What follows belongs to an exercise in optimizing a design on an open flow for small area, a short achievable clock period and few clock cycles; a production flow would make more cautious choices. In this exercise RTL edits were held to simulation tests only and were not proved equivalent to the original. Power is estimated from default activity; no workload was simulated.

==> flow/design.v (outline; a module is shown in full before it is edited, if it fits) <==
// module auklet_core: 886 lines
// module auklet_add: 32 lines
// module auklet_bmul: 2159 lines
module auklet_core (
    input  wire        clk,
    input  wire        rst,         
    input  wire        bus_req,
    input  wire        bus_we,
    input  wire [11:0] bus_addr,
    input  wire [2:0]  bus_size,
    input  wire [31:0] bus_wdata,
    output reg         bus_ack,
    output reg  [31:0] bus_rdata,
    output wire [31:0] act0,
    output wire [31:0] act1,
    output wire [31:0] act2,
    output wire [31:0] act3,
    output wire        irq
);
  // ...
==> flow/flow/run.sh <==
#!/bin/bash
set -euo pipefail
bash standard.sh SETUP_SLACK_MARGIN=14 finish > layout.log 2>&1
==> flow/standard.sh <==
#!/bin/bash
# synth_recipe.tcl (not shown) runs the flow's synth.tcl, then flattens the netlist and writes it again
# the make line also repeats each setting of config.mk as NAME=value (left out here)
make -C /OpenROAD-flow-scripts/flow DESIGN_CONFIG=/design/flow/config.mk WORK_HOME=/design/flow/orfs CLKGATE_MAP_FILE= SYNTH_SCRIPT=/design/flow/synth_recipe.tcl "${@:-finish}"
==> flow/config.mk <==
export PLATFORM = sky130hd
export DESIGN_NAME = auklet_core
export DESIGN_NICKNAME = auklet_core
export VERILOG_FILES = /design/flow/design.v
export SDC_FILE = /design/flow/constraint.sdc
export NUM_CORES = 8
export LEC_CHECK = 0
export ABC_AREA = 1
export CAP_MARGIN = 40
export CORE_MARGIN = 2
export CORE_UTILIZATION = 40
export CTS_CLUSTER_DIAMETER = 60
export CTS_CLUSTER_SIZE = 24
export PLACE_DENSITY = 0.6
export SLEW_MARGIN = 40
==> flow/constraint.sdc <==
create_clock -name core_clock -period 20.0 [get_ports {clk}]
set_input_delay 4.0000 -clock core_clock [delete_from_list [all_inputs] [get_ports {clk}]]
set_output_delay 4.0000 -clock core_clock [all_outputs]
set_load 0.01 [all_outputs]
==> results_dict.tcl, run 1 <==
set metrics [dict create \
    status "no timing/DRC/antenna violations" \
    busiest_layer "met2" \
    grt_pass1_vias 169000 \
    muxShareOfSynthArea_pct 0.169 \
    postSynth.asyncResetShare_pct 0 \
    fin_setup_tns_ns 0 \
    critPathCapture "act0[14]" \
    powerSeq_w 0.00860 \
    synthCells 22200 \
    cp_num_cells 8 \
    cts_max_level 5 \
    critPathLaunchType "flip-flop" \
    clkbuf_count 368 \
    drv_cap 0 \
    cts_resized 1213 \
    clockBufferDepth 4 \
    buf_share_pct 4.89 \
    avgRoutedWirePerCell_um 34.1 \
    io_pins 213 \
    core_area_mm2 0.517 \
    crit_path_start "clr_act$_SDFF_PP0_" \
    crit_required_ns 16.00 \
    cp_top_family "buffers and inverters" \
    fin_crit_ns 6.80 \
    grt.total_usage_pct 37.6 \
    nMultiInputCombCells 14700 \
    stdcell_area_mm2 0.241 \
    synth_enable_flop_cells 2566 \
    final_hold_viol_count 0 \
    worst-path-buf-inv 6 \
    multi_input_area_share_pct 41.2 \
    cp.arrival_ns 2.80 \
    die-area_mm2 0.525 \
    die_h_um 724 \
    antenna_found_initial 185 \
    ys.flop_type "edfxtp_1" \
    clk_latency_ns 1.08 \
    yosysSeqAreaShare_pct 47.5 \
    synth_fa_ha_area_share_pct 11.2 \
    combinationalPower_w 0.00180 \
]
Testbench counts, summed over its fixed seeds: cycles 38,823.
==> run 2: changes to the inputs <==
--- a/flow/config.mk
+++ b/flow/config.mk
@@ -9,7 +9,5 @@
 export CAP_MARGIN = 40
 export CORE_MARGIN = 2
 export CORE_UTILIZATION = 40
-export CTS_CLUSTER_DIAMETER = 60
-export CTS_CLUSTER_SIZE = 24
-export PLACE_DENSITY = 0.6
+export PLACE_DENSITY = 0.68
 export SLEW_MARGIN = 40
==> run 2 against run 1 <==
Effect of this change:
- the layout now fails its checks (antenna rules)
- design area grew 1.0%
- wire length grew 7.6%
- via count grew 0.74%
- critical path type unchanged
- critical endpoint is now act2[15]
- highest routed layer unchanged
==> results_dict.tcl, run 2 <==
set metrics [dict create \
    yosysSeqAreaShare_pct 47.5 \
    cts_max_level 5 \
    min_from "rA[8]$_SDFF_PP0_" \
    rr_worst_depth 21 \
    start_util_pct 40.1 \
    area_growth_pct 17.2 \
    pre_cts_ws_ns 10.76 \
    fin_setup_tns_ns 0 \
    synthTopCellsByCount "nand2_1, edfxtp_1, inv_1" \
    fillers 48400 \
    final_hold_viol_count 0 \
    grt.total_usage_pct 40.4 \
    ant_nets 1 \
    hpwl_um 814000 \
    io_pins 213 \
    die-area_mm2 0.525 \
    clockBufferDepth 4 \
    num_vias 186000 \
    synth_nets 23700 \
    cts_tree "built" \
    crit_type "reg -> out" \
    critPathLaunchType "flip-flop" \
    ys_types 81 \
    slew_headroom_pct 31.1 \
    min_path_type "reg -> reg" \
    ys_seq_elements 3638 \
    syn_area_mm2 0.208 \
    status "failed layout checks" \
    syn_area_per_cell_um2 9.35 \
    clk_latency_ns 1.11 \
    regArea_mm2 0.0986 \
    clk_pin_slew_ns 0.07 \
    finalClockSkew_ns 0.144 \
    drv_cap 0 \
    synth_top_area_share_pct 37.1 \
    drive_above_1_share_pct 13.6 \
    peakVddDrop_mv 0.0867 \
    numCtsBuffers 400 \
    r2r_start "kdx_r[31]$_DFFE_PP_" \
    hold_buffers 0 \
    rsz0062_at_grt "true" \
    place.gp.congestion 1.07 \
    worst_pin_slew_ns 1.02 \
    worstPathMaxFanout 8 \
    finalSetupViolCount 0 \
    hold-path-cell-count 0 \
    synthCells 22200 \
    grt_pass1_vias 171000 \
    synth_area_leaders "edfxtp_1, dfxtp_1, fa_1" \
    grt_util_met1_pct 50.8 \
    nets 24100 \
    busiest_layer "met2" \
    placement_rows 264 \
    hold_end "cl_ax[1]$_DFF_P_" \
    ys.flop_type "edfxtp_1" \
    postSynth.asyncResetShare_pct 0 \
    fin_crit_ns 6.66 \
    met3_usage_pct 12.6 \
    dieWidth_um 724 \
    synth_enable_flop_cells 2566 \
    stdcell_area_mm2 0.243 \
    post_dp_cell_area_mm2 0.222 \
    p_per_area_mw_per_mm2 75.3 \
    crit_required_ns 16.00 \
    route.detailed.vias_per_inst 6.17 \
    p_leak_nw 95.3 \
    synth.largest_area_cell "edfxtp_1" \
    grt_max_degree 98 \
    finalWorstSetupSlack_ns 13.34 \
    endpoint_kind "output port" \
    drt-total-wl_um 1100000 \
    largest_register_ffs 512 \
    multi_input_area_mm2 0.100 \
    layout_commonest_cell "nand2_1" \
    so_faults "antenna rules" \
    die_h_um 724 \
    final_cell_mix "nand2_1, edfxtp_1, inv_1" \
    drt_iter0_drc 28600 \
    overflow 0 \
    drcViolationCount 0 \
    slew_violations 0 \
    first_pass_iters 9 \
    synth_warnings 23 \
    core_area_mm2 0.517 \
    worst-r2r-setup-slack_ns 14.05 \
    synth_most_common_cell "nand2_1" \
    grt_first_pass_wirelength_um 1460000 \
    timing.fmax_mhz 150 \
    clock-sinks 3638 \
    met2_usage_pct 58.7 \
    r2r-end "of_out[13]$_DFF_P_" \
    regMostFlops "mtx" \
    cts-root-buf "clkbuf_16" \
    antenna_found_initial 218 \
    cp.arrival_ns 2.66 \
    avgRoutedWirePerCell_um 36.5 \
    io_buffers 212 \
    period_share_pct 33.3 \
]
## run 2: cell counts after synthesis
Identical to the previous run, type by type.
## run 2: kinds of logic after synthesis
logic type | Yosys count | synth area share [%]
compound gates | 5600 | 16.5
xor+xnor | 1047 | 4.42
fa+ha+maj | 1416 | 11.2
buf+inv | 3845 | 7.08
flops | 3638 | 47.5
mux | 35 | 0.169
simple gates | 6615 | 13.1
## run 2: final cells by class
class / count / share of cell area (%)
antenna: 211 / 0.217
clock buffer: 519 / 4.57
clock inverter: 234 / 1.12
inverter: 2555 / 4.03
multi-input combinational: 14700 / 41.1
sequential: 3638 / 40.5
tap: 6916 / 3.56
timing repair buffer: 1325 / 4.82
timing repair inverter: 7 / 0.0478
## run 2: worst max-delay path: stages, from the launching register on
cell and delay [ns]:
dfxtp_4 0.53, buf_12 0.20, buf_12 0.18, buf_12 0.14
clkinv_16 0.08, o21ai_2 0.09, a21oi_2 0.07, buf_6 0.15
buf_2 0.14
## run 2: how the worst max path moves through the flow
stage	startpoint	to	slack, ns	depth (start not counted)
final	clr_act$_SDFF_PP0_	act2[15]	13.34	8
after global routing	clr_act$_SDFF_PP0_	act2[15]	13.37	8
after CTS	clr_act$_SDFF_PP0_	act0[18]	13.40	8
after detailed placement	bus_addr[2]	errinfo[0]$_SDFF_PP0_	10.76	20
after global placement	bus_addr[2]	errinfo[0]$_SDFF_PP0_	10.62	19
after floorplan	bus_addr[11]	ki[2][0]$_DFFE_PP_	12.41	5
## run 2: per-layer routing
| metal | up-vias | share of wire [%] |
|---|---|---|
| li1 | 78100 | - |
| met1 | 91600 | 37 |
| met2 | 13200 | 42 |
| met3 | 2931 | 12 |
| met4 | 136 | 8.9 |
| met5 | - | 0.11 |
## run 2: power breakdown
group | switching [W] | internal, W | total (W)
registers | 0.000164 | 0.00843 | 0.00859
clock network | 0.00341 | 0.00447 | 0.00788
logic | 0.00139 | 0.000442 | 0.00184
## run 2: metrics by stage
| step | hold slack [ns] | utilization [%] | total power [W] | instances |
|---|---|---|---|---|
| 6_report | 0.331 | 47.1 | 0.0183 | 30100 |
| 5_1_grt | 0.336 | 47.0 | 0.0186 | 30000 |
| 4_1_cts | 0.331 | 46.3 | 0.0182 | 29800 |
| 3_5_place_dp | 0.314 | 42.9 | 0.0104 | 28700 |
| 3_3_place_gp | 0.310 | 42.6 | 0.0104 | 28700 |
| 2_1_floorplan | 0.310 | - | 0.00945 | 22200 |
## run 2: what timing repair did
item,in CTS,in global routing
endpoints found under the hold margin,0,0
gates resized for setup,1355,437
setup buffers,254,125
setup endpoints to repair,2054,493
pin swaps,80,98
gates cloned,22,2

what the ideal ports hide:
How much do the figures lean on ideal ports? The routed layouts below were timed once more, with nothing changed but the port constraints. Step 1: set_driving_cell puts a clkbuf_16 on clk and a buf_2 on each other input, an assumption about the parent block. Step 2 moves the port delays by t, midway between the first and last clock arrival at a register: inputs arrive t later, outputs are due t later. That takes back most of the time a late clock gives input paths. Three values: ideal, step 1, step 2; two values: the first two.
run | shift t [ns] | slack for setup (ns) | worst data-port slew with drivers (ns)
run 1 | 1.179 | 13.202 / 13.051 / 12.763 | 0.21
run 2 | 1.190 | 13.344 / 13.200 / 12.495 | 0.23
For run 2, which loses most, drivers alone change the setup slack by -0.144 ns; drivers and shift together by -0.849 ns.
